Background: an optimization exercise with open tools, aiming at small area. Do not read the settings as production practice.
In this exercise RTL edits were held to simulation tests only and were not proved equivalent to the original.
No activity file was given, so power comes from the tool's default toggle rates. No driver is modelled on the clock port, so clocking that relies on it looks cheaper here than on a real chip.

## design/flow/design.v

```verilog
module ru5102_crc (
    input  wire        clk,
    input  wire        rst,
    input  wire        h_valid,
    output wire        h_ready,
    input  wire [15:0] h_cmd,
    output reg  [1:0]  h_rcode,
    output reg  [15:0] h_rdata,
    output wire        tx_valid,
    input  wire        tx_ready,
    output wire [7:0]  tx_data,
    input  wire        rx_valid,
    output wire        rx_ready,
    input  wire [7:0]  rx_data,
    input  wire        io_err,
    output wire        busy,
    output wire        done
);
    localparam [3:0] S_IDLE = 4'd0, S_SEND = 4'd1, S_ALEN = 4'd2, S_BODY = 4'd3,
                     F_IO   = 4'd4,     
                     F_LONG = 4'd5,     
                     F_ILL  = 4'd6,     
                     F_LEN  = 4'd7,     
                     S_OK   = 4'd8,
                     F_COMM = 4'd9,     
                     F_PROT = 4'd10,    
                     F_PST  = 4'd11,    
                     F_UNK  = 4'd12,    
                     F_CRC  = 4'd13;    
    localparam [1:0] RC_OK = 2'd0, RC_REFUSED = 2'd1, RC_ILLEGAL = 2'd2, RC_RANGE = 2'd3;
    localparam integer NR = 253;
    function [15:0] crc_byte;
        input [15:0] c;
        input [7:0]  b;
        reg [7:0] x;
        begin
            x = c[7:0] ^ b;
            x = x ^ {x[3:0], 4'h0};
            crc_byte = {8'h00, c[15:8]} ^ {x, 8'h00} ^ {5'h00, x, 3'h0} ^ {12'h000, x[7:4]};
        end
    endfunction
    reg [15:0] crc;
    reg [7:0]  addr;
    reg [3:0]  st;
    reg        op1;         
    reg [7:0]  txlen;
    reg [7:0]  idx;
    reg [7:0]  rxlen;
    reg [7:0]  hold;        
    reg        tv;
    reg [7:0]  hl;          
    reg [8*NR-1:0] ring;
    wire [7:0] head = ring[8*NR-1 -: 8];
    wire [7:0] opsel   = h_cmd[15:8];
    wire [7:0] operand = h_cmd[7:0];
    wire idle   = (st == S_IDLE);
    wire send   = (st == S_SEND);
    wire alen   = (st == S_ALEN);
    wire body   = (st == S_BODY);
    wire p_ok   = (st == S_OK);
    assign done = (st >= F_IO);
    assign busy = !idle;
    wire in_chan = send || alen || body;
    wire [2:0] phase = !done ? st[2:0] : p_ok ? 3'd5 : 3'd6;
    reg  [2:0] res_class;
    reg  [7:0] res_cause;
    always @(*) begin
        case (st)
            F_IO:    begin res_class = 3'd1; res_cause = 8'h01; end
            F_COMM:  begin res_class = 3'd2; res_cause = 8'h02; end
            F_PROT:  begin res_class = 3'd3; res_cause = 8'h02; end
            F_PST:   begin res_class = 3'd4; res_cause = 8'h02; end
            F_UNK:   begin res_class = 3'd4; res_cause = 8'h22; end
            F_LONG:  begin res_class = 3'd4; res_cause = 8'h10; end
            F_ILL:   begin res_class = 3'd4; res_cause = 8'h11; end
            F_LEN:   begin res_class = 3'd4; res_cause = 8'h20; end
            F_CRC:   begin res_class = 3'd4; res_cause = 8'h21; end
            default: begin res_class = 3'd0; res_cause = 8'h00; end
        endcase
    end
    wire has_status = st[3] && (st != F_CRC);
    wire hit_idx = (hl == idx);
    wire hit_op  = (hl == operand);
    wire hit2    = (hl == 8'd2);
    wire hit3    = (hl == 8'd3);
    wire idx_end = (idx[7:1] == 7'h7F);      
    wire s_init  = (opsel == 8'h01);
    wire s_upd   = (opsel == 8'h02);
    wire s_crd   = (opsel == 8'h03);
    wire s_addr  = (opsel == 8'h10);
    wire s_clr   = (opsel == 8'h11);
    wire s_push  = (opsel == 8'h12);
    wire s_start = (opsel == 8'h13);
    wire s_ack   = (opsel == 8'h14);
    wire s_rph   = (opsel == 8'h20);
    wire s_rres  = (opsel == 8'h21);
    wire s_rst   = (opsel == 8'h22);
    wire s_radr  = (opsel == 8'h23);
    wire s_rrxl  = (opsel == 8'h24);
    wire s_rtxl  = (opsel == 8'h25);
    wire s_rrsp  = (opsel == 8'h26);
    wire err_ev = io_err && in_chan;
    wire tx_ev  = tv && tx_ready;
    assign rx_ready = alen || (body && (hit_idx || idx_end));
    wire rx_ev  = rx_valid && rx_ready;
    wire rsp_noslot = (operand == 8'd0) || (operand[7:1] == 7'h7F);
    wire wait_ok = s_push  ? (hit_idx || idx_end || !idle) :
                   s_start ? hit2 :
                   s_rst   ? hit3 :
                   s_rrsp  ? (hit_op || rsp_noslot) : 1'b1;
    assign h_ready  = wait_ok && !err_ev && !tx_ev && !(rx_valid && rx_ready);
    assign tx_valid = tv;
    wire host_ev = h_valid && h_ready;
    wire h_idle  = host_ev && idle;
    wire [7:0] idx_inc = idx + 8'd1;
    wire [7:0] inb     = idle ? operand : rx_data;
    wire [7:0] crc_in  = send ? tx_data : inb;
    wire [15:0] crc_nx = crc_byte(crc, crc_in);
    wire eq_len  = (idx == rxlen);
    wire eq_len1 = (idx_inc == rxlen);
    wire tx_last = tx_ev && eq_len;
    wire op_legal = (operand == 8'h01) || (operand == 8'h02) || (operand == 8'h03) ||
                    (operand == 8'h05) || (operand == 8'h21);
    wire start_ev = h_idle && s_start;
    wire start_ok = start_ev && op_legal && (idx != 8'd255);
    wire wr = (h_idle && ((s_push && !idx_end) || s_start)) || (rx_ev && body && !idx_end);
    always @(posedge clk)
        ring <= {ring[8*NR-9:0], wr ? inb : head};
    always @(posedge clk) begin
        if (rst)
            hl <= 8'd1;
        else if (hl >= 8'd43)
            hl <= hl - 8'd42;
        else
            hl <= hl + 8'd211;
    end
    reg [2:0] sc_nx, sc;
    always @(*) begin
        case (rx_data)
            8'h00, 8'h01, 8'h02, 8'h03:                      sc_nx = 3'd0;
            8'hFA:                                           sc_nx = 3'd1;
            8'hFB:                                           sc_nx = op1 ? 3'd0 : 3'd1;
            8'h05, 8'h09, 8'h0A, 8'h0B:                      sc_nx = 3'd2;
            8'hFD, 8'hFE, 8'hFF, 8'h10, 8'h11, 8'h12, 8'hF9: sc_nx = 3'd3;
            default:                                         sc_nx = 3'd4;
        endcase
    end
    always @(posedge clk)
        if (rx_ev && body && idx == 8'd3)
            sc <= sc_nx;
    always @(posedge clk) begin
        if (rst)
            st <= S_IDLE;
        else if (err_ev)
            st <= F_IO;
        else if (tx_last)
            st <= S_ALEN;
        else if (rx_ev && alen)
            st <= (rx_data == 8'd0) ? F_LEN : S_BODY;
        else if (rx_ev && eq_len)
            st <= (rxlen < 8'd5) ? F_LEN : (crc_nx != 16'h0000) ? F_CRC : {1'b1, sc};
        else if (start_ev)
            st <= !op_legal ? F_ILL : (idx == 8'd255) ? F_LONG : S_SEND;
        else if (host_ev && s_ack && done)
            st <= S_IDLE;
    end
    always @(posedge clk) begin
        if (rst || tx_last || (h_idle && (s_init || s_start)) || (host_ev && s_ack && done))
            crc <= 16'hFFFF;
        else if (tx_ev || rx_ev || (h_idle && s_upd))
            crc <= crc_nx;
    end
    always @(posedge clk) begin
        if (rst)
            addr <= 8'h00;
        else if (h_idle && s_addr)
            addr <= operand;
    end
    always @(posedge clk)
        if (start_ev)
            op1 <= (operand == 8'h01);
    always @(posedge clk) begin
        if (rst || (h_idle && s_clr) || (host_ev && s_ack && done)) begin
            txlen <= 8'd0;
            idx   <= 8'd3;
        end else if (h_idle && s_push && idx != 8'd255) begin
            txlen <= txlen + 8'd1;
            idx   <= idx_inc;
        end else if (start_ok) begin
            idx <= 8'd0;
        end else if (rx_ev && alen) begin
            idx <= 8'd1;
        end else if (tx_ev || rx_ev) begin
            idx <= idx_inc;
        end
    end
    always @(posedge clk) begin
        if (start_ok)
            rxlen <= idx_inc;              
        else if (rx_ev && alen)
            rxlen <= rx_data;
    end
    wire tx_crc = eq_len || eq_len1;
    assign tx_data = (idx == 8'd0) ? rxlen :
                     (idx == 8'd1) ? addr :
                     tx_crc        ? crc[7:0] : hold;
    always @(posedge clk) begin
        if (rst || err_ev || tx_ev)
            tv <= 1'b0;
        else if (start_ok || (send && !tv && (idx == 8'd1 || tx_crc || hit_idx)))
            tv <= 1'b1;
    end
    always @(posedge clk)
        if (send && !tv && hit_idx)
            hold <= head;
    wire rsp_range = ({1'b0, operand} + 9'd2 > {1'b0, rxlen});
    wire grp_idle  = s_init || s_upd || s_crd || s_addr || s_clr || s_push || s_start;
    wire legal_sel = grp_idle || s_ack || s_rph || s_rres || s_rst || s_radr || s_rrxl ||
                     s_rtxl || s_rrsp;
    wire refused   = (grp_idle && !idle) || ((s_ack || s_rst) && !done) ||
                     ((s_rrxl || s_rrsp) && !p_ok);
    wire range_err = s_rrsp && p_ok && rsp_range;
    wire rsp_ok    = s_rrsp && p_ok && !rsp_range;
    wire rd_crc    = s_crd && idle;
    wire rd_head   = (s_rst && done && has_status) || (rsp_ok && operand != 8'd0);
    wire rd_rxlen  = (s_rrxl && p_ok) || (rsp_ok && operand == 8'd0);
    wire [15:0] ans =
        ({16{rd_crc}} & crc) |
        {5'd0, {3{s_rres}} & res_class, {8{s_rres}} & res_cause} |
        {13'd0, {3{s_rph}} & phase} |
        {8'd0, ({8{rd_head}} & head) | ({8{s_radr}} & addr) |
               ({8{rd_rxlen}} & rxlen) | ({8{s_rtxl}} & txlen)};
    reg        q_crc;
    reg [10:0] rdata_lo;
    always @(posedge clk) begin
        if (rst)
            q_crc <= 1'b0;
        else if (host_ev)
            q_crc <= rd_crc;
    end
    always @(posedge clk) begin
        if (rst) begin
            h_rcode  <= RC_OK;
            rdata_lo <= 11'd0;
        end else if (host_ev) begin
            h_rcode  <= {!legal_sel || range_err, refused || range_err};
            rdata_lo <= ans[10:0];
        end
    end
    always @(*) h_rdata = {{5{q_crc}} & crc[15:11], rdata_lo};
endmodule
```

## design/flow/flow/run.sh

```bash
#!/bin/bash
# Standard ORFS layout (the standard.sh) with three changes:
#  - synthesis is the standard script with an area-oriented abc script
#    (flow/synth.tcl, flow/area.abc);
#  - the port buffers are buf_1 cells;
#  - the clock tree uses clkbuf_16 leaf buffers on clusters of at most 34
#    sinks within 80 um, without dummy loads.
# make's output goes to flow_make.log; each ORFS step keeps its own log under
# orfs/logs.
set -euo pipefail
W=$(pwd)
export FLOW_ABC_SCRIPT=$W/flow/area.abc
export FLOW_STD_SYNTH=$W/synth_recipe.tcl
CTS="-sink_clustering_enable -repair_clock_nets -sink_clustering_size 34 -sink_clustering_max_diameter 80 -buf_list sky130_fd_sc_hd__clkbuf_16 -dont_use_dummy_load"
bash standard.sh finish \
  "SYNTH_SCRIPT=$W/flow/synth.tcl" \
  "BUFFER_PORTS_ARGS=-buffer_cell sky130_fd_sc_hd__buf_1" \
  "CTS_ARGS=$CTS" > flow_make.log 2>&1
```

## design/flow/flow/area.abc

```
strash
dch
amap
strash
dch
amap
topo
```

## design/flow/flow/synth.tcl

```tcl
# The standard synthesis (synth_recipe.tcl in the work folder), with one
# change: abc maps the logic with an area-oriented script (flow/area.abc)
# instead of ORFS's. Registers are mapped before abc and are not touched by it.
proc abc {args} {
  set i [lsearch $args -script]
  if {$i >= 0} { lset args [expr {$i + 1}] $::env(FLOW_ABC_SCRIPT) }
  yosys abc {*}$args
}
source $::env(FLOW_STD_SYNTH)
```

## design/flow/standard.sh

```bash
#!/bin/bash
# synth_recipe.tcl (not shown) runs the flow's synth.tcl, then flattens the netlist and writes it again
# the make line also repeats each setting of config.mk as NAME=value (left out here)
make -C /OpenROAD-flow-scripts/flow DESIGN_CONFIG=/design/flow/config.mk WORK_HOME=/design/flow/orfs CLKGATE_MAP_FILE= SYNTH_SCRIPT=/design/flow/synth_recipe.tcl "${@:-finish}"
```

## design/flow/config.mk

```make
export PLATFORM = sky130hd
export DESIGN_NAME = ru5102_crc
export DESIGN_NICKNAME = ru5102_crc
export VERILOG_FILES = /design/flow/design.v
export SDC_FILE = /design/flow/constraint.sdc
export NUM_CORES = 4
export LEC_CHECK = 0
export ABC_AREA = 0
export CAP_MARGIN = 20
export CORE_MARGIN = 2
export CORE_UTILIZATION = 55
export PLACE_DENSITY = 0.85
export SLEW_MARGIN = 20
```

## design/flow/constraint.sdc

```tcl
create_clock -name core_clock -period 15.0 [get_ports {clk}]
set_input_delay 3.0000 -clock core_clock [delete_from_list [all_inputs] [get_ports {clk}]]
set_output_delay 3.0000 -clock core_clock [all_outputs]
set_load 0.01 [all_outputs]
```

==> notes.md, run 1 <==
* Fill cells at about 5800
* DRC at 0
* Clk Latency, worst-skew pair at approximately 640 ps
* Async SR Flop Fraction at 0
* Number of synthesized register bits at ~2100
* Initial antenna violation count at 1
* Cts bufs inserted at 76
* Full die area at around 86000 sq um
* Setup crit end kind: output port
* Nets at ~3000
* Internal power at approximately 6.6 mW
* CP Max Fanout at 7
* Post-CTS setup buffers at 0
* Max_cap viols at 0
* Final period util at 0.5566
* GP Congestion at just under 1
* RSZ-0062 raised after global routing: false
* Clk buf depth at 3
* Post-synthesis cell type count at 40
* Post-DRT Antenna Nets at 0
* Grt ovf at 0
* Combinational group share of total power at 0.015
* Hold_buf cts at 0
* # IOs at 61
* Switching Share at 0.1963
* Synthesized net count at 2856
* Post-synth EDFFs at 20
* Data required, critical path at 12000 ps
* Worst R2R Start: idx[0]
* HPWL Detailed at 41850 um
* GR Util All Layers at 0.1699
* Final Slew Violations at 0
* Initial DRC count at between 1000 and 1500
* Clock network power share at 0.296
* Root Driver: clkbuf_16
* Routed wire per std cell at about 18 um
* Crit-path cells: buf_1 > ha_1 > clkinv_1 > nor3_1 > clkinv_1 > nor3_1 > nand2_1 > a311oi_1 > o31a_1 > buf_1
* CP max stage cell: buf_1
* Layout cells sized above 1 at 0.03021
* Yosys Warn Count at 1
* Outcome: no timing/DRC/antenna violations
* Vias in the first global route at roughly 19000
* Slew headroom at 0.3081
* Most common cell after layout, fill and taps aside: dfxtp_1
* Largest net degree at the start of global routing at 35
* P_leak at roughly 19 nW
* Clock tree from TritonCTS: done
* Total wire length at around 73000 um
* Worst Hold Class: reg2reg
* Num rows at between 100 and 150
* Reg2reg path depth at 30
* FF-to-FF setup slack at between 7000 and 8000 ps
* H-tree lvl count at 3
* Per-instance average area after synthesis at approximately 16 sq um
* Peak VDD IR at just under 0.1 mV
* Drt pass-1 iters at 6
* Worst path max stage delay at between 300 and 400 ps
* Via Count at about 19000
* Mapped Cells at 2803
* Die Wd at ~290 um
* Startpoint types: primary input
* RR Endpoint: st[2]
* # setup viols final at 0
* Die Y at roughly 300 um
* Max Clk Rate at 119.8 MHz
* Final TNS setup at 0 ps
* Fin. Hold Viols at 0
* DR vias/cell at about 4.7
* Post_cts resized at 0
* Fin area at roughly 50000 sq um
* Area Growth Syn to Fin at 7.717%
* Clk slew on worst S/H paths at approximately 110 ps
* Layout Cells excl Fill at 4026
* Post-synthesis sequential area ratio at 0.9189
* Worst Setup SP: h_cmd[1]
* Core ar. at roughly 83000 sq um
* Worst hold slack at roughly 260 ps
* Ys flop type: dfxtp_1
* Reg power frac at 0.689
* Initial Util at 0.5539
* Num Clock Sinks at roughly 2100
* Most frequent cells in the layout: 2091 x dfxtp_1, 131 x clkinv_1, 114 x nor2_1
* CP Class: in2out
* Post-placement cell area at 47860 sq um
* Measured slew at the worst slew-check pin at 1032 ps
* Critical Path End: h_ready
* Setup Skew at between 80 and 90 ps
* Dpl cells at approximately 4000
* IO buf count at 60
* P_sw at 1.609 mW
* Ant diodes at 0
* Pwr Density at ~160 nW/um^2
* Syn Std Cell Area at approximately 46000 sq um
* First-pass GRT wire length at roughly 110000 um
* Critical Path AT at roughly 5400 ps
* Period minus WS final at roughly 8300 ps
-- cell type report --
class / instances / area [sq um] / area share
Tap cell: 1080 / 1351 / 0.02715
Clock buffer: 76 / 1902 / 0.03821
Sequential cell: 2111 / 42460 / 0.8530
Timing Repair Buffer: 67 / 277.8 / 0.005580
Multi-Input combinational cell: 561 / 3293 / 0.06616
Inverter: 131 / 491.7 / 0.009879
-- power by group through the flow --
stage / clock [mW] / combinational (mW) / sequential [mW]
floorplan: 0 / 0.0769 / 5.76
global placement: 0 / 0.117 / 5.77
detailed placement: 0 / 0.119 / 5.77
CTS: 2.49 / 0.119 / 5.64
global route: 2.66 / 0.133 / 5.65
finish: 2.43 / 0.122 / 5.64
-- worst min path at each step --
stage,start,end,slack (ps),cells after the start
2_1_floorplan,ring[992],ring[1000],310,0
3_3_place_gp,ring[416],ring[424],310,0
3_5_place_dp,ring[1011],ring[1019],310,0
4_1_cts,ring[1726],ring[1734],250,0
5_1_grt,ring[1726],ring[1734],250,0
6_report,ring[1726],ring[1734],260,0
-- worst max-delay path: cells and delay by family --
family          cells  cell delay (ps)
buf+inv             4              830
simple gates        3              710
fa+ha+maj           1              250
compound gates      2              550
-- stage by stage --
stage / setup WS, ps / total power [mW] / utilization
4_1_cts: 6752 / 8.254 / 0.5966
2_1_floorplan: 7422 / 5.841 / -
3_3_place_gp: 6757 / 5.889 / 0.5737
5_1_grt: 6395 / 8.444 / 0.5967
3_5_place_dp: 6759 / 5.890 / 0.5738
6_report: 6651 / 8.195 / 0.5967
-- metal layers --
layer | vias to the layer above | part of all wire | global-route usage
met5 | - | 0 | 0
met4 | 0 | 0.026 | 0.05326
met3 | 130 | 0.049 | 0.02538
met2 | 477 | 0.46 | 0.2708
met1 | 8952 | 0.47 | 0.2413
li1 | 9317 | - | -
-- registers in the layout, summed over array words and instances (netlist names), 8 cells and up --
signal and cells:
crc 16, ring 2024, hold 8, txlen 8, hl 8, addr 8, rxlen 8, rdata_lo 11
idx 8
-- kinds of logic after synthesis --
group | after synthesis | synth area share
and+or+nand+nor | 274 | 0.02656
DFF | 2111 | 0.9189
AOI/OAI and AO/OA | 264 | 0.03772
buffers and inverters | 131 | 0.01064
adders and majority gates | 23 | 0.006228
-- Yosys cell counts, drive strengths merged, types with 2 or more instances --
cell / instances / share of area
o211ai: 2 / 0.00032
nand2b: 2 / 0.00027
nor4: 20 / 0.0027
ha: 23 / 0.0062
nor3: 45 / 0.0049
a41oi: 2 / 0.00038
a31oi: 12 / 0.0016
a311oi: 3 / 0.00057
nand4: 7 / 0.00095
o22ai: 73 / 0.0099
dfxtp: 2091 / 0.91
or2: 6 / 0.00081
a2111o: 2 / 0.00049
a2111oi: 8 / 0.0015
o221ai: 22 / 0.0042
edfxtp: 20 / 0.013
or3: 5 / 0.00068
a222oi: 3 / 0.00065
o31ai: 3 / 0.00049
a22oi: 5 / 0.00081
nor2: 114 / 0.0093
and3: 3 / 0.00041
nand3: 6 / 0.00065
o22a: 2 / 0.00038
a211oi: 14 / 0.0023
o41ai: 2 / 0.00038
nor2b: 4 / 0.00054
a221oi: 16 / 0.0030
nand2: 58 / 0.0047
a21oi: 52 / 0.0056
o21a: 3 / 0.00049
clkinv: 131 / 0.011
o21ai: 37 / 0.0040
==> run 2, diff against run 1 <==
--- a/design/flow/config.mk
+++ b/design/flow/config.mk
@@ -9,5 +9,5 @@
 export CAP_MARGIN = 20
 export CORE_MARGIN = 2
 export CORE_UTILIZATION = 55
-export PLACE_DENSITY = 0.85
+export PLACE_DENSITY = 0.95
 export SLEW_MARGIN = 20
==> notes.md, run 2 <==
* Outcome: no timing/DRC/antenna violations
* Vias in the first global route at 19565 (+2.9%)
* HPWL Detailed at 43860 um (+4.8%)
* Layout cells sized above 1 at 0.02888 (-0.001328)
* Layout Utilization at 0.5959 (-0.0007350)
* Setup Skew at 77.91 ps (-2.665 ps)
* Worst path max stage delay at 300 ps (-40 ps)
* Data required, critical path at 12000 ps (about the same)
* Cts bufs inserted at 74 (-2.6%)
* Layout Cells excl Fill at 4024 (-0.050%)
* Grt ovf at 0 (unchanged)
* Largest Register: ring
* Initial DRC count at 1470 (+7.1%)
* Most frequent cells in the layout: 2091 x dfxtp_1, 131 x clkinv_1, 114 x nor2_1
* RSZ-0062 raised after global routing: false
* Core ar. at 83420 sq um (unchanged)
* Reg2reg path depth at 12 (-60%)
* Final period util at 0.5464 (-0.01023)
* Via Count at 18946 (+0.37%)
* Clock tree from TritonCTS: done
* Die Wd at 293.9 um (unchanged)
* # IOs at 61 (unchanged)
* Setup ws final at 6805 ps (+153.4 ps)
* Critical Path AT at 5200 ps (-150 ps)
* DR vias/cell at 4.708 (+0.42%)
* Setup crit end kind: output port
* H-tree lvl count at 3 (unchanged)
* Measured slew at the worst slew-check pin at 1103 ps (+70.74 ps)
* Async SR Flop Fraction at 0 (unchanged)
* FF-to-FF setup slack at 8060 ps (+100 ps)
* Final TNS setup at 0 ps (unchanged)
* Mapped Cells at 2803 (unchanged)
* IO buf count at 60 (unchanged)
* Post-place setup slack at 6858 ps (+99.46 ps)
* Clk Latency, worst-skew pair at 640 ps (about the same)
* Peak VDD IR at 0.09492 mV (-3.6%)
* CP max stage cell: nor3_1
* Startpoint types: primary input
* Initial antenna violation count at 1 (unchanged)
* Initial Util at 0.5539 (unchanged)
* Per-instance average area after synthesis at 16.49 sq um (unchanged)
* Overall power at 8.170 mW (-0.31%)
* Slew headroom at 0.2579 (-0.05019)
* DRC at 0 (unchanged)
* Nets at 2998 (-0.10%)
* Commonest cells post-synth: 2091 x dfxtp_1, 131 x clkinv_1, 114 x nor2_1
* # setup viols final at 0 (unchanged)
* Max_cap viols at 0 (unchanged)
* Area Growth Syn to Fin at 7.584%
* Fin. Hold Viols at 0 (unchanged)
* Number of synthesized register bits at 2111 (unchanged)
* Post-synthesis cell type count at 40 (unchanged)
* Clk buf depth at 3 (unchanged)
* Post_cts resized at 0 (unchanged)
* Routed wire per std cell at 18.51 um (+2.2%)
* Period minus WS final at 8195 ps (-153.4 ps)
* Crit-path cells: buf_1 > ha_1 > clkinv_1 > nor3_1 > clkinv_1 > nor3_1 > nand2_1 > a311oi_1 > o31a_1 > buf_1
* Post-synth EDFFs at 20 (unchanged)
* Hold_buf cts at 0 (unchanged)
* Pwr Density at 164.3 nW/um^2 (-0.19%)
* Worst Hold Class: reg2reg
* Num rows at 106 (unchanged)
* CP Max Fanout at 7 (unchanged)
* Drt pass-1 iters at 5 (-1)
* Die Y at 293.9 um (unchanged)
* Post-CTS setup buffers at 0 (unchanged)
* Dpl cells at 3949 (-0.025%)
* Syn Std Cell Area at 46210 sq um (unchanged)
* Yosys Warn Count at 1 (unchanged)
* P_leak at 19.22 nW (-0.16%)
* Most common cell after layout, fill and taps aside: dfxtp_1
* GP Congestion at 0.9765 (-0.62%)
* Synthesized net count at 2856 (unchanged)
* Synth area leader: dfxtp_1
* Post-synthesis sequential area ratio at 0.9189 (unchanged)
* First-pass GRT wire length at 116100 um (+2.8%)
* Max Clk Rate at 122.0 MHz (+1.9%)
* Root Driver: clkbuf_16
* Largest regs: ring x2024, crc x16, rdata_lo x11
* Num Clock Sinks at 2111 (unchanged)
* Clk slew on worst S/H paths at 110 ps (about the same)
* CP Class: in2out
* Top-area cell type share of the netlist area at 0.9059 (unchanged)
* Final Slew Violations at 0 (unchanged)
* Post-DRT Antenna Nets at 0 (unchanged)
* GR Util All Layers at 0.1751 (+0.005198)
* Total wire length at 74480 um (+2.2%)
* Top-count cell post-synth: dfxtp_1
* Largest net degree at the start of global routing at 35 (unchanged)
* Top post-synthesis cells by area: dfxtp_1 91%, edfxtp_1 1.3%, clkinv_1 1.1%, o22ai_1 0.99%, nor2_1 0.93%
* Ys flop type: dfxtp_1
* Largest register FFs at 2024 (unchanged)
* Full die area at 86350 sq um (unchanged)
* WHS Path Cells at 0 (unchanged)
run 2: changes by cell type in the layout (fill, tap and decap cells not counted), sizes merged:
cell | previous run | this run
diode | 0 | 1
buf | 67 | 66
clkbuf | 76 | 74
run 2: worst paths after layout:
kind | from | end
worst max-delay path | h_cmd[1] | h_ready
worst min-delay path | ring[118] | ring[126]
worst max register to register | st[2] | txlen[4]
worst min register to register | ring[118] | ring[126]
run 2: stage by stage:
stage / hold WS, ps / instance area (sq um)
6_report: 271.2 / 49720
5_1_grt: 272.2 / 49710
4_1_cts: 259.2 / 49710
3_5_place_dp: 312.1 / 47860
3_3_place_gp: 310.7 / 47850
2_1_floorplan: 309.6 / 46210
run 2: logic make-up after synthesis:
| family | after synthesis | share of synthesized area |
|---|---|---|
| AOI/OAI and AO/OA | 264 | 0.03772 |
| adders and majority gates | 23 | 0.006228 |
| DFF | 2111 | 0.9189 |
| buffers and inverters | 131 | 0.01064 |
| and+or+nand+nor | 274 | 0.02656 |
run 2: routing by layer:
metal	up-vias	part of all wire	track usage
li1	9303	-	-
met1	9042	0.46	0.2418
met3	125	0.052	0.03255
met4	2	0.027	0.05450
met5	-	0.00021	0
met2	474	0.46	0.2822
run 2: final cells by class:
type,count,area (sq um)
fillers,5783,33710
well taps,1080,1351
repair buffers,66,270.3
diodes,1,2.502
clock buffers,74,1852
flip-flops and latches,2111,42460
multi-input cells,561,3287
inverters,131,491.7
run 2: worst max-delay path, delay by kind of cell:
family	cells	cell delay, ps
buf+inv	4	750
fa+ha+maj	1	240
simple gates	3	700
compound gates	2	480
run 2: power breakdown:
group	leakage, nW	total, mW	internal [mW]	switching [mW]
sequential	17.0	5.65	5.63	0.0202
clock	0.912	2.40	0.900	1.50
combinational	1.29	0.121	0.0388	0.0817
total	19.2	8.17	6.56	1.61
==> run 3, diff against run 2 <==
--- a/design/flow/config.mk
+++ b/design/flow/config.mk
@@ -8,6 +8,6 @@
 export ABC_AREA = 0
 export CAP_MARGIN = 20
 export CORE_MARGIN = 2
-export CORE_UTILIZATION = 55
-export PLACE_DENSITY = 0.95
+export CORE_UTILIZATION = 65
+export PLACE_DENSITY = 0.9
 export SLEW_MARGIN = 20
==> notes.md, run 3 <==
* Outcome: no timing/DRC/antenna violations
* Clk buf depth at 3 (unchanged)
* RSZ-0062 raised after global routing: false
* Largest Register: ring
* Fill cells at 4143 (-28%)
* GR Util All Layers at 0.2222 (+0.04711)
* P_leak at 19.23 nW (about the same)
* Post-synthesis sequential area ratio at 0.9189 (unchanged)
* Die Wd at 270.6 um (-7.9%)
* Pwr Density at 165.2 nW/um^2 (+0.54%)
* Largest register FFs at 2024 (unchanged)
* # IOs at 61 (unchanged)
* Mapped Cells at 2803 (unchanged)
* Total wire length at 80390 um (+7.9%)
* Post-synthesis cell type count at 40 (unchanged)
* Crit-path cells: buf_1 > ha_1 > clkinv_1 > nor3_1 > clkinv_1 > nor3_1 > nand2_1 > a311oi_1 > o31a_1 > nand2_1 > nor2_1 > clkinv_1 > nor4_2 > clkinv_1 > nand2_1 > nor3_1 > buf_4 > a21oi_1 > o21ai_0
* Final TNS setup at 0 ps (unchanged)
* Measured slew at the worst slew-check pin at 1088 ps (-15.01 ps)
* Fin. Hold Viols at 0 (unchanged)
* Full die area at 73240 sq um (-15%)
* Initial DRC count at 2187 (+49%)
* CP dominant cell by count: clkinv_1
* Num Clock Sinks at 2111 (unchanged)
* Setup crit end kind: flip-flop
* Internal power at 6.564 mW (about the same)
* Post-CTS setup buffers at 0 (unchanged)
* Vias in the first global route at 20247 (+3.5%)
* Data required, critical path at 15460 ps (+3460 ps)
* Largest net degree at the start of global routing at 35 (unchanged)
* Post_cts resized at 0 (unchanged)
* Die Y at 270.6 um (-7.9%)
* Most common cell after layout, fill and taps aside: dfxtp_1
* H-tree lvl count at 3 (unchanged)
* Via Count at 19583 (+3.4%)
* Setup Skew at 94.55 ps (+16.64 ps)
* Final Slew Violations at 0 (unchanged)
* Max_cap viols at 0 (unchanged)
* Top-count cell post-synth: dfxtp_1
* Top post-synthesis cells by area: dfxtp_1 91%, edfxtp_1 1.3%, clkinv_1 1.1%, o22ai_1 0.99%, nor2_1 0.93%
* GP Congestion at 0.9989 (+2.3%)
* DRC at 0 (unchanged)
* Clk Latency, worst-skew pair at 660 ps (+20 ps)
* Post-synth EDFFs at 20 (unchanged)
* Nets at 3000 (+0.067%)
* Core ar. at 70150 sq um (-16%)
* Post-DRT Antenna Nets at 0 (unchanged)
* DR vias/cell at 5.041 (+7.1%)
* Layout cells sized above 1 at 0.02886 (about the same)
* Initial Util at 0.6587 (+0.1048)
* Cts bufs inserted at 74 (unchanged)
* Clock tree from TritonCTS: done
* Routed wire per std cell at 20.69 um (+12%)
* IO buf count at 60 (unchanged)
* Critical Path AT at 8760 ps (+3560 ps)
* Dpl cells at 3811 (-3.5%)
* Switching Share at 0.1981 (+0.001473)
* CP max stage cell: nor4_2
* Worst Hold Class: reg2reg
* Final period util at 0.5530 (+0.006637)
* Number of synthesized register bits at 2111 (unchanged)
* Area Growth Syn to Fin at 7.213%
* Synthesized net count at 2856 (unchanged)
* HPWL Detailed at 45180 um (+3.0%)
* Per-instance average area after synthesis at 16.49 sq um (unchanged)
* Clock network power share at 0.295 (about the same)
* Layout Cells excl Fill at 3885 (-3.5%)
* Synth area leader: dfxtp_1
* Most frequent cells in the layout: 2091 x dfxtp_1, 131 x clkinv_1, 114 x nor2_1
* Top-area cell type share of the netlist area at 0.9059 (unchanged)
* Grt ovf at 0 (unchanged)
* Clk slew on worst S/H paths at 120 ps (about the same)
* Max Clk Rate at 120.6 MHz (-1.2%)
* First-pass GRT wire length at 123800 um (+6.7%)
* CP Class: in2reg
* Drt pass-1 iters at 7 (+2)
* P_sw at 1.621 mW (+0.94%)
* # setup viols final at 0 (unchanged)
* Commonest cells post-synth: 2091 x dfxtp_1, 131 x clkinv_1, 114 x nor2_1
* Yosys Warn Count at 1 (unchanged)
* Peak VDD IR at 0.1053 mV (+11%)
* Worst path max stage delay at 770 ps (+470 ps)
* Ant diodes at 0 (-1)
* Multi-input gate area at 3278 sq um (-0.27%)
* Combinational group share of total power at 0.015 (about the same)
* Num rows at 97 (-8.5%)
* Root Driver: clkbuf_16
* CP Max Fanout at 17 (+10)
* Period minus WS final at 8295 ps (+99.55 ps)
* Hold_buf cts at 0 (unchanged)
* Reg power frac at 0.690 (about the same)
* Syn Std Cell Area at 46210 sq um (unchanged)
* Slew headroom at 0.2691 (+0.01121)
* Ys flop type: dfxtp_1
* Largest regs: ring x2024, crc x16, rdata_lo x11
* Startpoint types: primary input
* Register area at 42460 sq um (unchanged)
* Async SR Flop Fraction at 0 (unchanged)
* Initial antenna violation count at 1 (unchanged)
-- run 3: cell counts after synthesis --
No cell type changed its count.
-- run 3: cells by family after synthesis --
kind of cell | Yosys count | synth area share
buffers and inverters | 131 | 0.01064
AND/OR/NAND/NOR | 274 | 0.02656
flip-flops | 2111 | 0.9189
AO/OA/AOI/OAI | 264 | 0.03772
adder cells (fa/ha/maj) | 23 | 0.006228
-- run 3: layer usage --
layer	GRT usage	routed length, um	vias to the layer above
li1	-	-	9321
met1	0.3030	34740	9269
met2	0.3634	38040	790
met3	0.03701	4820	201
met4	0.07880	2772	2
met5	0	13	-
-- run 3: area by class of cell --
type | instances | share of cell area
repair buffers | 68 | 0.005758
inverters | 131 | 0.009925
well taps | 940 | 0.02374
flip-flops and latches | 2111 | 0.8570
multi-input cells | 561 | 0.06617
clock buffers | 74 | 0.03738
-- run 3: power by group through the flow --
stage	clock [mW]	sequential (mW)	combinational (mW)
after global routing	2.63	5.65	0.134
after detailed placement	0	5.77	0.117
final	2.41	5.65	0.123
after global placement	0	5.77	0.113
after floorplan	0	5.76	0.0769
after CTS	2.46	5.65	0.119
-- run 3: worst max-delay path, delay by kind of cell --
family,cells,cell delay (ps)
buffers and inverters,6,1640
AND/OR/NAND/NOR,8,2890
adder cells (fa/ha/maj),1,250
AO/OA/AOI/OAI,4,960
-- run 3: path summary, 6_finish.rpt --
| path | to | slack (ps) | from | cells after the start |
|---|---|---|---|---|
| max | idx[0] | 6710 | h_cmd[1] | 19 |
| min | ring[1948] | 240 | ring[1940] | 0 |
| max reg2reg | idx[0] | 7400 | st[2] | 13 |
| min reg2reg | ring[1948] | 240 | ring[1940] | 0 |
-- run 3: stage by stage --
stage               total power, mW  utilization  setup WS, ps  hold WS (ps)  area (sq um)
floorplan                     5.841            -          7422         309.6         46210
global placement              5.886       0.6798          6372         309.6         47690
detailed placement            5.890       0.6798          6057         312.1         47690
CTS                           8.222       0.7062          6390         232.9         49540
global route                  8.410       0.7063          6489         235.3         49540
finish                        8.185       0.7063          6705         244.7         49540
==> run 4, diff against run 3 <==
--- a/design/flow/flow/run.sh
+++ b/design/flow/flow/run.sh
@@ -11,7 +11,7 @@
 W=$(pwd)
 export FLOW_ABC_SCRIPT=$W/flow/area.abc
 export FLOW_STD_SYNTH=$W/synth_recipe.tcl
-CTS="-sink_clustering_enable -repair_clock_nets -sink_clustering_size 34 -sink_clustering_max_diameter 80 -buf_list sky130_fd_sc_hd__clkbuf_16 -dont_use_dummy_load"
+CTS="-sink_clustering_enable -repair_clock_nets -sink_clustering_size 34 -sink_clustering_max_diameter 80 -buf_list sky130_fd_sc_hd__clkbuf_16 -dont_use_dummy_load -distance_between_buffers 1000 -branching_point_buffers_distance 1000"
 bash standard.sh finish \
   "SYNTH_SCRIPT=$W/flow/synth.tcl" \
   "BUFFER_PORTS_ARGS=-buffer_cell sky130_fd_sc_hd__buf_1" \
--- a/design/flow/config.mk
+++ b/design/flow/config.mk
@@ -8,6 +8,6 @@
 export ABC_AREA = 0
 export CAP_MARGIN = 20
 export CORE_MARGIN = 2
-export CORE_UTILIZATION = 65
-export PLACE_DENSITY = 0.9
+export CORE_UTILIZATION = 55
+export PLACE_DENSITY = 0.65
 export SLEW_MARGIN = 20
==> notes.md, run 4 <==
* Largest Register: ring
* Syn Std Cell Area at 46210 sq um (unchanged)
* Post-placement cell area at 47890 sq um (+0.43%)
* Area Growth Syn to Fin at 7.863%
* Fin. Hold Viols at 0 (unchanged)
* Num rows at 106 (+9.3%)
* Layout cells sized above 1 at 0.03084 (+0.001975)
* Crit-path cells: buf_1 > ha_1 > clkinv_1 > nor3_1 > clkinv_1 > nor3_1 > nand2_1 > a311oi_1 > o31a_1 > buf_1
* Post-synthesis sequential area ratio at 0.9189 (unchanged)
* Slew headroom at 0.3428 (+0.07370)
* Post-CTS setup buffers at 0 (unchanged)
* Initial DRC count at 951 (-57%)
* Post-DRT Antenna Nets at 0 (unchanged)
* Largest net degree at the start of global routing at 35 (unchanged)
* Measured slew at the worst slew-check pin at 983.8 ps (-104.2 ps)
* Setup Skew at 81.73 ps (-12.83 ps)
* Pwr Density at 164.6 nW/um^2 (-0.36%)
* DRC at 0 (unchanged)
* Routed wire per std cell at 17.41 um (-16%)
* Setup crit end kind: output port
* HPWL Detailed at 42690 um (-5.5%)
* Total wire length at 70180 um (-13%)
* Hold_buf cts at 0 (unchanged)
* Commonest cells post-synth: 2091 x dfxtp_1, 131 x clkinv_1, 114 x nor2_1
* Initial Util at 0.5539 (-0.1048)
* P_leak at 19.29 nW (+0.31%)
* Critical Path AT at 5350 ps (-3410 ps)
* Clock tree from TritonCTS: done
* Largest regs: ring x2024, crc x16, rdata_lo x11
* Final TNS setup at 0 ps (unchanged)
* Most common cell after layout, fill and taps aside: dfxtp_1
* Delay-heaviest family, CP: simple AND/OR/NAND/NOR gates
* GP Congestion at 0.8434 (-16%)
* First-pass GRT wire length at 108900 um (-12%)
* Synth area leader: dfxtp_1
* Post_cts resized at 0 (unchanged)
* Largest family of logic cells by synthesized area: compound AO/OA/AOI/OAI gates
* Initial antenna violation count at 0 (-1)
* Root Driver: clkbuf_16
* Clk buf depth at 3 (unchanged)
* Most frequent cells in the layout: 2091 x dfxtp_1, 131 x clkinv_1, 114 x nor2_1
* GR Util All Layers at 0.1635 (-0.05868)
* Post-synthesis mux area share at 0 (unchanged)
* Synthesized net count at 2856 (unchanged)
* Die Y at 293.9 um (+8.6%)
* Clk Latency, worst-skew pair at 630 ps (-30 ps)
* Num Clock Sinks at 2111 (unchanged)
* DR vias/cell at 4.596 (-8.8%)
* Nets at 3006 (+0.20%)
* Clk slew on worst S/H paths at 120 ps (about the same)
* Via Count at 18527 (-5.4%)
* H-tree lvl count at 3 (unchanged)
* Worst hold slack at 239.8 ps (-4.904 ps)
* Data required, critical path at 12000 ps (-3460 ps)
* Synth Area in Simple Gates at 0.02656 (unchanged)
* Drt pass-1 iters at 5 (-2)
* Mapped Cells at 2803 (unchanged)
* Largest register FFs at 2024 (unchanged)
* Max_cap viols at 0 (unchanged)
* Top-count cell post-synth: dfxtp_1
* Core ar. at 83420 sq um (+19%)
* Post-synthesis cell type count at 40 (unchanged)
* Final Slew Violations at 0 (unchanged)
* Vias in the first global route at 18717 (-7.6%)
* Period minus WS final at 8349 ps (+53.76 ps)
* RSZ-0062 raised after global routing: false
* Max Clk Rate at 119.8 MHz (-0.64%)
* Ant diodes at 0 (unchanged)
* IO buf count at 60 (unchanged)
* Ys flop type: dfxtp_1
* # IOs at 61 (unchanged)
* Adder-cell share of the synthesized area at 0.006227 (unchanged)
* Outcome: no timing/DRC/antenna violations
* Worst path max stage delay at 410 ps (-360 ps)
* # setup viols final at 0 (unchanged)
* Full die area at 86350 sq um (+18%)
* Async SR Flop Fraction at 0 (unchanged)
* Die Wd at 293.9 um (+8.6%)
* Compound-Gate Fraction of Synth Area at 0.03772 (unchanged)
* Cts bufs inserted at 78 (+5.4%)
* Fin area at 49840 sq um (+0.61%)
* Worst Hold Class: reg2reg
* Worst Path Buf+Inv at 4 (-2)
* Per-instance average area after synthesis at 16.49 sq um (unchanged)
* Post-synth EDFFs at 20 (unchanged)
* CP Max Fanout at 7 (-10)
* Grt ovf at 0 (unchanged)
* CP Class: in2out
* Yosys Warn Count at 1 (unchanged)
* Peak VDD IR at 0.1351 mV (+28%)
* Startpoint types: primary input
* Final period util at 0.5566 (+0.003584)
* Overall power at 8.206 mW (+0.25%)
* Top-area cell type share of the netlist area at 0.9059 (unchanged)
* Number of synthesized register bits at 2111 (unchanged)
* CP max stage cell: a311oi_1
* Xor/xnor share of the synthesized area at 0 (unchanged)
* Top post-synthesis cells by area: dfxtp_1 91%, edfxtp_1 1.3%, clkinv_1 1.1%, o22ai_1 0.99%, nor2_1 0.93%
run 4: cell count changes in the layout (fill, tap and decap cells not counted):
cell	previous run	this run
nor4_1	19	20
nor3_2	0	1
o41ai_2	1	0
clkbuf_16	74	78
buf_4	8	10
o41ai_4	0	1
nor3_1	45	44
nor4_2	1	0
run 4: cells by family after synthesis:
logic type,Yosys count
AOI/OAI and AO/OA,264
adders and majority gates,23
buffers and inverters,131
DFF,2111
and+or+nand+nor,274
run 4: worst paths after layout:
path / start / to / slack [ps] / cells past startpoint
setup / recovery: h_cmd[1] / h_ready / 6650 / 10
hold / removal: ring[1985] / ring[1993] / 240 / 0
setup reg to reg: idx[0] / st[2] / 7600 / 29
hold reg to reg: ring[1985] / ring[1993] / 240 / 0
run 4: power by group:
part	total, mW	switching [mW]	internal (mW)
clock	2.43	1.49	0.943
sequential	5.65	0.0240	5.63
combinational	0.125	0.0857	0.0389
run 4: stage by stage:
step | setup slack [ps] | cells | utilization
2_1_floorplan | 7422 | 2803 | -
3_3_place_gp | 6591 | 3953 | 0.5739
3_5_place_dp | 6521 | 3953 | 0.5741
4_1_cts | 6663 | 4031 | 0.5975
5_1_grt | 6446 | 4031 | 0.5975
6_report | 6651 | 4031 | 0.5975
run 4: worst register-to-register path, delay by kind of cell (launching register included):
| family | cells | cell delay, ps |
|---|---|---|
| AOI/OAI and AO/OA | 11 | 3110 |
| DFF | 1 | 570 |
| buffers and inverters | 5 | 1270 |
| and+or+nand+nor | 13 | 2250 |
run 4: cell type report:
| cell class | count | area (sq um) |
|---|---|---|
| Sequential cell | 2111 | 42460 |
| Fill cell | 6101 | 33580 |
| Multi-Input combinational cell | 561 | 3288 |
| Clock buffer | 78 | 1952 |
| Tap cell | 1080 | 1351 |
| Inverter | 131 | 491.7 |
| Timing Repair Buffer | 70 | 300.3 |
run 4: per-layer routing:
metal / up-vias / GRT usage / share of wire
met2: 339 / 0.2485 / 0.43
li1: 9349 / - / -
met5: - / 0 / 0
met3: 123 / 0.02636 / 0.038
met1: 8716 / 0.2413 / 0.51
met4: 0 / 0.05164 / 0.027
==> run 5, diff against run 4 <==
--- a/design/flow/flow/run.sh
+++ b/design/flow/flow/run.sh
@@ -11,7 +11,7 @@
 W=$(pwd)
 export FLOW_ABC_SCRIPT=$W/flow/area.abc
 export FLOW_STD_SYNTH=$W/synth_recipe.tcl
-CTS="-sink_clustering_enable -repair_clock_nets -sink_clustering_size 34 -sink_clustering_max_diameter 80 -buf_list sky130_fd_sc_hd__clkbuf_16 -dont_use_dummy_load -distance_between_buffers 1000 -branching_point_buffers_distance 1000"
+CTS="-sink_clustering_enable -repair_clock_nets -sink_clustering_size 35 -sink_clustering_max_diameter 80 -buf_list sky130_fd_sc_hd__clkbuf_16 -dont_use_dummy_load"
 bash standard.sh finish \
   "SYNTH_SCRIPT=$W/flow/synth.tcl" \
   "BUFFER_PORTS_ARGS=-buffer_cell sky130_fd_sc_hd__buf_1" \
--- a/design/flow/config.mk
+++ b/design/flow/config.mk
@@ -9,5 +9,5 @@
 export CAP_MARGIN = 20
 export CORE_MARGIN = 2
 export CORE_UTILIZATION = 55
-export PLACE_DENSITY = 0.65
+export PLACE_DENSITY = 0.85
 export SLEW_MARGIN = 20
==> notes.md, run 5 <==
* Outcome: no timing/DRC/antenna violations
* Initial DRC count at 1295 (+36%)
* Async SR Flop Fraction at 0 (unchanged)
* Initial Util at 0.5539 (unchanged)
* Core ar. at 83420 sq um (unchanged)
* Multi-input gate area at 3293 sq um (+0.15%)
* Final Slew Violations at 0 (unchanged)
* Root Driver: clkbuf_16
* Hold_buf cts at 0 (unchanged)
* Num rows at 106 (unchanged)
* Max_cap viols at 0 (unchanged)
* Ant diodes at 0 (unchanged)
* P_leak at 19.23 nW (-0.33%)
* Register area at 42460 sq um (unchanged)
* Num Clock Sinks at 2111 (unchanged)
* Largest Register: ring
* Post-synthesis cell type count at 40 (unchanged)
* GP Congestion at 0.9826 (+17%)
* Post_cts resized at 0 (unchanged)
* Via Count at 18741 (+1.2%)
* # setup viols final at 0 (unchanged)
* Pwr Density at 164.2 nW/um^2 (-0.26%)
* Largest net degree at the start of global routing at 36 (+2.9%)
* Most common cell after layout, fill and taps aside: dfxtp_1
* CP Max Fanout at 7 (unchanged)
* Worst Path Buf+Inv at 4 (unchanged)
* Synth Area in Simple Gates at 0.02656 (unchanged)
* Worst path max stage delay at 330 ps (-80 ps)
* Post-synthesis mux area share at 0 (unchanged)
* Setup ws final at 6687 ps (+35.74 ps)
* Syn Std Cell Area at 46210 sq um (unchanged)
* Crit-path cells: buf_1 > ha_1 > clkinv_1 > nor3_1 > clkinv_1 > nor3_1 > nand2_1 > a311oi_1 > o31a_1 > buf_1
* DRC at 0 (unchanged)
* Clk slew on worst S/H paths at 110 ps (about the same)
* Total wire length at 72940 um (+3.9%)
* Most frequent cells in the layout: 2091 x dfxtp_1, 131 x clkinv_1, 114 x nor2_1
* Vias in the first global route at 19096 (+2.0%)
* Period minus WS final at 8313 ps (-35.74 ps)
* Number of synthesized register bits at 2111 (unchanged)
* Synth area leader: dfxtp_1
* Clock tree from TritonCTS: done
* Clk buf depth at 3 (unchanged)
* Worst hold slack at 242.6 ps (+2.708 ps)
* WHS Path Cells at 0 (unchanged)
* Hold Crit Start: ring[1017]
* Crit path depth at 10 (unchanged)
* Clk Latency, worst-skew pair at 660 ps (+30 ps)
* # IOs at 61 (unchanged)
* Xor/xnor share of the synthesized area at 0 (unchanged)
* Area Growth Syn to Fin at 7.608%
* RSZ-0062 raised after global routing: false
* Post-place setup slack at 6759 ps (+237.7 ps)
* Adder-cell share of the synthesized area at 0.006227 (unchanged)
* Reg2reg path depth at 29 (unchanged)
* HPWL Detailed at 41850 um (-2.0%)
* Measured slew at the worst slew-check pin at 1018 ps (+34.23 ps)
* Max Clk Rate at 120.3 MHz (+0.43%)
* Die Wd at 293.9 um (unchanged)
* Worst Hold Class: reg2reg
* GR Util All Layers at 0.1704 (+0.006828)
* First-pass GRT wire length at 112800 um (+3.6%)
* Top-count cell post-synth: dfxtp_1
* Routed wire per std cell at 18.13 um (+4.1%)
* Final TNS setup at 0 ps (unchanged)
* Worst R2R Start: idx[0]
* Initial antenna violation count at 1 (+1)
* Grt ovf at 0 (unchanged)
* Largest register FFs at 2024 (unchanged)
* Setup Skew at 73.00 ps (-8.726 ps)
* Slew headroom at 0.3176 (-0.02517)
* Die Y at 293.9 um (unchanged)
* Cts bufs inserted at 74 (-5.1%)
* Nets at 2999 (-0.23%)
* Startpoint types: primary input
* H-tree lvl count at 3 (unchanged)
* Mapped Cells at 2803 (unchanged)
* CP Class: in2out
* Top-area cell type share of the netlist area at 0.9059 (unchanged)
* Drt pass-1 iters at 8 (+3)
* Delay-heaviest family, CP: buffers and inverters
* Post-CTS setup buffers at 0 (unchanged)
* Largest family of logic cells by synthesized area: compound AO/OA/AOI/OAI gates
* DR vias/cell at 4.657 (+1.3%)
* Per-instance average area after synthesis at 16.49 sq um (unchanged)
* Worst Setup SP: h_cmd[1]
* Data required, critical path at 12000 ps (about the same)
* Largest regs: ring x2024, crc x16, rdata_lo x11
* Commonest cells post-synth: 2091 x dfxtp_1, 131 x clkinv_1, 114 x nor2_1
* Ys flop type: dfxtp_1
* Final period util at 0.5542 (-0.002383)
* Synthesized net count at 2856 (unchanged)
* Post-DRT Antenna Nets at 0 (unchanged)
* Full die area at 86350 sq um (unchanged)
* Setup crit end kind: output port
* Top post-synthesis cells by area: dfxtp_1 91%, edfxtp_1 1.3%, clkinv_1 1.1%, o22ai_1 0.99%, nor2_1 0.93%
* Fill cells at 5837 (-4.3%)
* Peak VDD IR at 0.1098 mV (-19%)
* Fin. Hold Viols at 0 (unchanged)
* Post-synthesis sequential area ratio at 0.9189 (unchanged)
* Layout cells sized above 1 at 0.02955 (-0.001285)
* Compound-Gate Fraction of Synth Area at 0.03772 (unchanged)
* Post-synth EDFFs at 20 (unchanged)
* Critical Path AT at 5310 ps (-40 ps)
* IO buf count at 60 (unchanged)
* CP max stage cell: buf_1
* Yosys Warn Count at 1 (unchanged)
## run 5: cell types whose count changed in the layout (fill, tap and decap cells not counted), moves of 2 or more
cell and delta:
buf_4 -3, nor3_2 +2, clkbuf_16 -4, nor3_1 -2
## run 5: routing by layer
| layer | wire length (um) | vias up | track usage |
|---|---|---|---|
| met1 | 34220 | 8867 | 0.2393 |
| met4 | 1751 | 0 | 0.05177 |
| li1 | - | 9309 | - |
| met3 | 3511 | 109 | 0.02568 |
| met2 | 33450 | 456 | 0.2751 |
| met5 | 0 | - | 0 |
## run 5: stage by stage
stage	cells	instance area, sq um	util	total power, mW
CTS	4024	49720	0.5960	8.226
finish	4024	49730	0.5961	8.165
global route	4024	49730	0.5961	8.414
detailed placement	3950	47860	0.5738	5.890
global placement	3950	47860	0.5737	5.889
floorplan	2803	46210	-	5.841
## run 5: cells by family after synthesis
family | count (synthesis)
buffers and inverters | 131
DFF | 2111
AOI/OAI and AO/OA | 264
and+or+nand+nor | 274
adders and majority gates | 23
## run 5: final timing paths
check | end | slack (ps)
worst max-delay path | h_ready | 6690
worst min register to register | ring[1025] | 240
worst min-delay path | ring[1025] | 240
worst max register to register | st[2] | 7950
## run 5: cell type report
cell class	count	share of cell area
Multi-Input combinational cell	561	0.06623
Inverter	131	0.009889
Timing Repair Buffer	67	0.005586
Tap cell	1080	0.02717
Clock buffer	74	0.03724
Sequential cell	2111	0.8539
## run 5: report_power, final
group / switching, mW / internal (mW)
registers: 0.0192 / 5.63
logic: 0.0827 / 0.0392
clock network: 1.50 / 0.899
total: 1.60 / 6.56

[what the ideal ports hide]
The results above use ideal ports. As a check the final layouts listed here were re-extracted and re-timed, cells and wires unchanged. Step 1 (the two cells are an assumption about what drives the block):
set clk [get_ports {clk}]
set_driving_cell -lib_cell sky130_fd_sc_hd__clkbuf_16 $clk
set_driving_cell -lib_cell sky130_fd_sc_hd__buf_2 [delete_from_list [all_inputs] $clk]
Step 2 times the ports against the registers' clock, not the clock port: input delays grow and output delays shrink by t, the midpoint of the rising clock arrivals with the driver on. Three values: ideal, step 1, step 2; two values: the first two.
run	shift t [ns]	slack for setup (ns)	cell pins on the clock port's net
run 1	0.679	6.651 / 6.618 / 6.618	1
run 2	0.678	6.805 / 6.775 / 6.680	1
run 3	0.676	6.705 / 6.742 / 6.066	1
run 4	0.673	6.651 / 6.621 / 6.474	1
run 5	0.686	6.687 / 6.654 / 6.654	1
After both steps setup and hold are still met in every run listed. For run 3, which loses most, drivers alone change the setup slack by +0.037 ns; drivers and shift together by -0.639 ns.
